From an optimization exercise on the open Yosys and OpenROAD flow, aimed at small area, a short achievable clock period and few clock cycles; shortcuts taken in it are not production practice.
The RTL was checked by simulation tests, not by an equivalence proof against the original design.
Power figures rest on the tool's default switching activity, not on a simulated workload.

Setup of v6:
==> flow/design.v (excerpt) <==
module int8_gemm_kernel (
    input  wire        clk,
    input  wire        rst_n,
    input  wire        reg_valid,
    input  wire        reg_write,
    input  wire [3:0]  reg_addr,
    input  wire [31:0] reg_wdata,
    output reg  [31:0] reg_rdata,
    input  wire        rx_toggle,
    input  wire [7:0]  rx_data,
    output wire        irq
);
Settings: LEC_CHECK=0, ABC_AREA=1, CAP_MARGIN=30, CORE_MARGIN=2, CORE_UTILIZATION=35, PLACE_DENSITY=0.55, SETUP_SLACK_MARGIN=5, SLEW_MARGIN=30, SYNTH_MEMORY_MAX_BITS=131072, TNS_END_PERCENT=20; clock period 12.0 ns.
run.sh (not shown) runs the stock make flow with config.mk's settings and CLKGATE_MAP_FILE= SYNTH_SCRIPT=/design/flow/synth_recipe.tcl, a recipe that flattens the netlist after the stock synthesis.
Testbench counts of v6, summed over its fixed seeds: cycles 3,328.
Changes in v7 relative to v6:
--- a/flow/design.v
+++ b/flow/design.v
@@ -2974,21 +2974,23 @@
     wire g_run   = dec ? (ok_g23 && !c_usesp) : run23;
     wire g_live  = xv && g_run && !j_sp;
     wire g_last  = g_live && (xbit == 3'd0);
     wire sp_live = xv && sp_run && j_sp;
     wire sp_last = sp_live && (xbit == 3'd0);
     wire d_run   = j_sp ? sp_run : g_run;
     wire spcmd   = (ok_g23 && c_usesp) || spwait;
     wire sp_copy = spcmd && sp_done;
     wire sp_fin  = spcmd && sp_last;
     wire acc_wr;
-    wire sp_start = sp_pend && ready && !iv && !rc_on && !cmd_accept;
+    wire sp_go_now  = l1_copy;
+    wire sp_go_pend = sp_pend && ready && !iv && !rc_on && !cmd_accept && !(ok && c_rel);
+    wire sp_start   = sp_go_now || sp_go_pend;
     wire sp_stop  = d_take || acc_wr || (ok && c_rel);
     localparam integer LW = 13;
     function [2*LW-1:0] csa13(input [LW-1:0] a, input [LW-1:0] b, input [LW-1:0] c);
         csa13 = {((a & b) | (a & c) | (b & c)) << 1, a ^ b ^ c};
     endfunction
     function [LW-1:0] cpa13(input [LW-1:0] a, input [LW-1:0] b, input cin);
         reg [LW-1:0] g, p, pp, cy;
         integer lv, i, jj;
         begin
             g  = a & b;
@@ -3092,27 +3094,29 @@
         end else if (acc_wr) begin
             amph <= 2'd0;
             am16 <= 16'hffff;
             am10 <= 10'h3ff;
         end else if (amph != 2'd2) begin
             amph <= amph + 2'd1;
             am16 <= (amph == 2'd0) ? g0_16 : g1_16;
             am10 <= (amph == 2'd0) ? g0_10[9:0] : g1_10[9:0];
         end
     end
-    reg [6:0]  rqv;
-    reg [15:0] rp6, rpf;
+    reg [6:0]  rqv, rqa;
+    reg [15:0] rp6, rpf, rp6a;
     always @(*)
         for (j = 0; j < 16; j = j + 1) begin
-            rqv    = req_f(acc[j]);
-            rp6[j] = rqv[6];
-            rpf[j] = rqv[fb];
+            rqv     = req_f(acc[j]);
+            rp6[j]  = rqv[6];
+            rpf[j]  = rqv[fb];
+            rqa     = req_f(acc1[j]);
+            rp6a[j] = rqa[6];
         end
     wire d_fetch = d_run && fmore;
     always @(posedge clk or negedge rst_n) begin
         if (!rst_n) begin
             dec   <= 1'b0;
             run23 <= 1'b0;
             runl1 <= 1'b0;
             runarg <= 1'b0;
             xv    <= 1'b0;
             fmore <= 1'b0;
@@ -3130,33 +3134,32 @@
             rc_pos  <= 5'd0;
         end else begin
             dec <= cmd_accept;
             if (ok_g23 && !c_usesp && !g_last)
                 run23 <= 1'b1;
             else if (g_last)
                 run23 <= 1'b0;
             runl1 <= l1_need && !l1_copy;
             runarg <= (ok && c_arg || runarg) && !am_ok;
             spwait <= spcmd && !sp_copy && !sp_fin;
-            sp_pend <= (l1_copy || ((g_last || sp_fin || sp_copy) && !l3)) ||
-                       (sp_pend && !sp_start && !acc_wr && !(ok && c_rel) && !d_take &&
-                        !(cmd_accept && w_usesp));
+            sp_pend <= ((g_last || sp_fin || sp_copy) && !l3) ||
+                       (sp_pend && ready && !sp_go_pend && !acc_wr && !(ok && c_rel) && !d_take);
             if (acc_wr)
                 sp_nl3 <= !l1_copy;
             if (acc_wr)
                 abuf_eq <= 1'b0;
             else if (ok_req && c_layer != 2'd3)
                 abuf_eq <= 1'b1;
             if (sp_start) begin
                 sp_run  <= 1'b1;
                 sp_done <= 1'b0;
-                sp_l3   <= sp_nl3;
+                sp_l3   <= sp_go_now ? 1'b0 : sp_nl3;
             end else if (sp_stop) begin
                 sp_run  <= 1'b0;
                 sp_done <= 1'b0;
             end else if (sp_last) begin
                 sp_run  <= 1'b0;
                 sp_done <= 1'b1;
             end
             if (sp_start)
                 a1_l1 <= 1'b0;
             else if ((byte_store && cur0) || (rc_on && rc_st == RC_WAIT && !iv && rc_pos == 5'd31))
@@ -3198,25 +3201,25 @@
     always @(posedge clk) begin
         if (d_take) begin
             xb   <= plane(w_src, w_src ? 3'd6 : 3'd7);
             xbit <= w_src ? 3'd6 : 3'd7;
             first <= 1'b1;
             fb   <= w_src ? 3'd5 : 3'd6;
             j_l3 <= (w_layer == 2'd3);
             j_src <= w_src;
             j_req <= 1'b0;
         end else if (sp_start) begin
-            xb   <= rp6;
+            xb   <= sp_go_now ? rp6a : rp6;
             xbit <= 3'd6;
             first <= 1'b1;
             fb   <= 3'd5;
-            j_l3 <= sp_nl3;
+            j_l3 <= sp_go_now ? 1'b0 : sp_nl3;
             j_src <= 1'b1;
             j_req <= 1'b1;
         end else if (d_fetch) begin
             xb   <= j_req ? rpf : plane(j_src, fb);
             xbit <= fb;
             first <= 1'b0;
             fb   <= fb - 3'd1;
         end
     end
     assign acc_wr = l1_copy || sp_copy || sp_fin || g_live;
Findings:
Diff v6 -> v7: final clock period utilization by the worst path picked up an extra 0.64 points, total length of routed wires picked up an extra 29,000 um, number of antenna violations at the first check in global routing picked up an extra 13, post-cts gate resize count lost 49.
Comparing v7 and v6, the lower net count after synthesis is on v6.
NOTE: net switching power of the design in v7 falls short of that of v6
Lower depth of the critical timing path with buffers and inverters included was reported by v7, not v6.
Row worst hold slack: v7 lower / v6 higher
Relative to v6, cell area power density decreased by 54 nW/um^2 in v7.
Looking at v7 and v6, the footprint of the flip-flops and latches is a wash.
Re maximum frequency from static timing analysis: v7 is 0.0014 GHz down on v6.
The estimated power of v7 ends up lower than the estimate for v6.
v7 vs v6: post-layout worst setup margin down
Final cell count went up slightly going from v6 to v7.
Testbench counts of v7, summed over its fixed seeds: cycles 3,200.


Setup of lane 1:
int8_gemm_kernel, a different RTL version from the one above (not shown whole).
For scale: about 12000 cells after synthesis.
==> flow/design.v (excerpt) <==
module int8_gemm_kernel (
    input  wire        clk,
    input  wire        rst_n,
    input  wire        reg_valid,
    input  wire        reg_write,
    input  wire [3:0]  reg_addr,
    input  wire [31:0] reg_wdata,
    output reg  [31:0] reg_rdata,
    input  wire        rx_toggle,
    input  wire [7:0]  rx_data,
    output wire        irq
);
    localparam integer CAP      = 32;
    localparam integer ABUF_LEN = 16;
    localparam integer ACC_LEN  = 16;
    localparam integer AW       = 20;      
    localparam [31:0] ID_WORD  = 32'h49384731;
    localparam [31:0] CFG_WORD = 32'h03080020;
    localparam [31:0] LDIM1    = 32'h00100020;
    localparam [31:0] LDIM2    = 32'h00100010;
    localparam [31:0] LDIM3    = 32'h000A0010;
    localparam [3:0] A_ID = 4'd0, A_CFG = 4'd1, A_CTRL = 4'd2, A_STATUS = 4'd3,
                     A_CURSOR = 4'd4, A_CMD = 4'd5, A_RESULT = 4'd6,
                     A_MADDR = 4'd7, A_MDATA = 4'd8, A_LDIM1 = 4'd9,
                     A_LDIM2 = 4'd10, A_LDIM3 = 4'd11;
    localparam [3:0] E_ILLEGAL = 4'd1, E_SB_NOT_READY = 4'd2, E_LEN = 4'd3,
                     E_CMD_BUSY = 4'd4;
    reg [2:0]  ctrl;
    reg        ready, busy, done, err;
    reg [3:0]  errcode;
    reg [4:0]  cursor;
    reg [3:0]  result_idx;
    reg [15:0] maddr_index;
    reg [1:0]  maddr_space;
    reg        m_sb, m_abuf, m_acc;    
    reg [7:0]    sb   [0:CAP-1];
    reg [6:0]    abuf [0:ABUF_LEN-1];
    reg [AW-1:0] acc  [0:ACC_LEN-1];
    reg [AW-1:0] acc1 [0:ACC_LEN-1];
    reg [1:0]  sync;
    reg        rx_last;
    reg [1:0]  prime;
    reg        c_ill, c_gemm, c_req, c_arg, c_rel, c_src;
    reg [1:0]  c_layer;
    reg        dec;        
    reg        run23;      
    reg        runl1;      
    reg        runarg;     
    reg [1:0]  amph;       
    wire       am_ok = (amph == 2'd2);
    reg        xv;         
    reg [15:0] xb;         
    reg [2:0]  xbit;
  ...
Settings: LEC_CHECK=0, CAP_MARGIN=30, CORE_MARGIN=2, CORE_UTILIZATION=35, PLACE_DENSITY=0.55, SETUP_SLACK_MARGIN=5, SLEW_MARGIN=30, SYNTH_MEMORY_MAX_BITS=131072, TNS_END_PERCENT=20; clock period 12.0 ns.
Lane 1 has completed all stages; timing, DRC and antenna checks passed.
Testbench counts of lane 1, summed over its fixed seeds: cycles 4,352.
Here is what was changed in the inputs of lane 2 compared with lane 1.
diff --git a/flow/design.v b/flow/design.v
--- a/flow/design.v
+++ b/flow/design.v
@@ -2941,60 +2941,33 @@
     wire l3 = (c_layer == 2'd3);
     wire [16*4*10-1:0] tab;
     wire [16*AW-1:0]   q2;
     wire [15:0]        rb;
     gemm_da_tab  u_tab  (.l3(l3), .x(xb), .t(tab));
     gemm_da_init u_init (.l3(l3), .sb(!c_src), .bit_idx(xbit), .q2(q2), .rb(rb));
     wire g_run  = dec ? ok_g23 : run23;
     wire g_live = xv && g_run;
     wire g_last = g_live && (xbit == 3'd0);
-    localparam integer LW = 13;
-    function [2*LW-1:0] csa13(input [LW-1:0] a, input [LW-1:0] b, input [LW-1:0] c);
-        csa13 = {((a & b) | (a & c) | (b & c)) << 1, a ^ b ^ c};
-    endfunction
-    function [LW-1:0] cpa13(input [LW-1:0] a, input [LW-1:0] b, input cin);
-        reg [LW-1:0] g, p, pp, cy;
-        integer lv, i, jj;
-        begin
-            g  = a & b;
-            p  = a ^ b;
-            pp = p;
-            g[0] = g[0] | (p[0] & cin);
-            for (lv = 0; (1 << lv) < LW; lv = lv + 1)
-                for (i = LW - 1; i >= 0; i = i - 1)
-                    if ((i >> lv) & 1) begin
-                        jj = ((i >> lv) << lv) - 1;
-                        g[i]  = g[i] | (pp[i] & g[jj]);
-                        pp[i] = pp[i] & pp[jj];
-                    end
-            cy    = {g[LW-2:0], cin};
-            cpa13 = p ^ cy;
-        end
-    endfunction
     reg [AW-1:0] lane_sum [0:15];
-    reg [LW-1:0] d0, d1, d2, d3, dl, lo;
-    reg [AW-13:0] dh, dh1;
-    reg [2*LW-1:0] e1, e2, e3;
+    reg [AW-1:0] d0, d1, d2, d3, db;
+    reg [2*AW-1:0] e1, e2, e3;
     integer j;
     always @(*) begin
         for (j = 0; j < 16; j = j + 1) begin
             d0 = tab[40*j +: 10];
             d1 = tab[40*j+10 +: 10];
             d2 = tab[40*j+20 +: 10];
             d3 = tab[40*j+30 +: 10];
-            dl = first ? {1'b0, q2[AW*j +: 12]} : {1'b0, acc[j][10:0], 1'b0};
-            dh = first ? q2[AW*j+12 +: AW-12] : acc[j][AW-2:11];
-            dh1 = dh + 1'b1;
-            e1 = csa13(d0, d1, d2);
-            e2 = csa13(e1[LW-1:0], e1[2*LW-1:LW], d3);
-            e3 = csa13(e2[LW-1:0], e2[2*LW-1:LW], dl);
-            lo = cpa13(e3[LW-1:0], e3[2*LW-1:LW], rb[j]);
-            lane_sum[j] = {lo[12] ? dh1 : dh, lo[11:0]};
+            db = first ? q2[AW*j +: AW] : {acc[j][AW-2:0], 1'b0};
+            e1 = csa(d0, d1, d2);
+            e2 = csa(e1[AW-1:0], e1[2*AW-1:AW], d3);
+            e3 = csa(e2[AW-1:0], e2[2*AW-1:AW], db);
+            lane_sum[j] = cpa(e3[AW-1:0], e3[2*AW-1:AW], rb[j]);
         end
     end
     function [15:0] plane(input src, input [2:0] b);
         integer i;
         for (i = 0; i < 16; i = i + 1)
             plane[i] = src ? abuf[i][b] : (sb[i][b] ^ (b == 3'd7));
     endfunction
     wire l1_copy = (ok_l1 || runl1) && !iv;
     function [6:0] req_f(input [AW-1:0] a);
==> comparison <==
Fraction of the mapped netlist area in compound gates essentially unchanged between lane 1 and lane 2.
There was hardly any difference in hold slack between lane 1 and lane 2.
Lane 2 vs lane 1: count of unique library cells instantiated by Yosys up by a few percent
Compared lane 1 against lane 2; netlist area before placement within noise.
Re shortest clock period the worst path allows after layout: lane 2 and lane 1 aren't equal, and the higher value belongs to lane 2.
Routed wire length delta for lane 2 relative to lane 1: about 3% higher
Compared to lane 1, lane 2 has proportion of total power due to net switching 1.1 points higher.
Lane 2 finished end to end and its layout was clean on timing, DRC and antenna.
Between lane 2 and lane 1, the difference in area inside the core boundary is negligible.
Testbench counts of lane 2, summed over its fixed seeds: cycles 4,352.

afterwards: timing with drivers on the ports:
No port has a modelled driver above. Below, the same layouts with a new extraction and two added sets of constraints. Step 1 assumes that a clkbuf_16 drives the clock port and a buf_2 every other input. Step 2 times the ports against the registers' clock, not the clock port: input delays grow and output delays shrink by t, the midpoint of the rising clock arrivals with the driver on. Three values: ideal ports, drivers, drivers and shift; two values: the first two.
run | t (ns) | setup slack, ns | worst hold slack (ns)
v6 | 0.974 | 4.700 / 4.646 / 4.186 | 0.418 / 0.418 / 0.418
v7 | 0.991 | 4.623 / 4.623 / 4.623 | 0.393 / 0.393 / 0.393
lane 1 | 0.926 | 4.722 / 4.722 / 4.722 | 0.392 / 0.392 / 0.392
lane 2 | 0.934 | 4.709 / 4.709 / 4.709 | 0.392 / 0.392 / 0.392
After both steps setup and hold are still met in every run listed. The setup slack of v6, which loses most, moves by -0.054 ns with the drivers and by -0.514 ns with both steps.
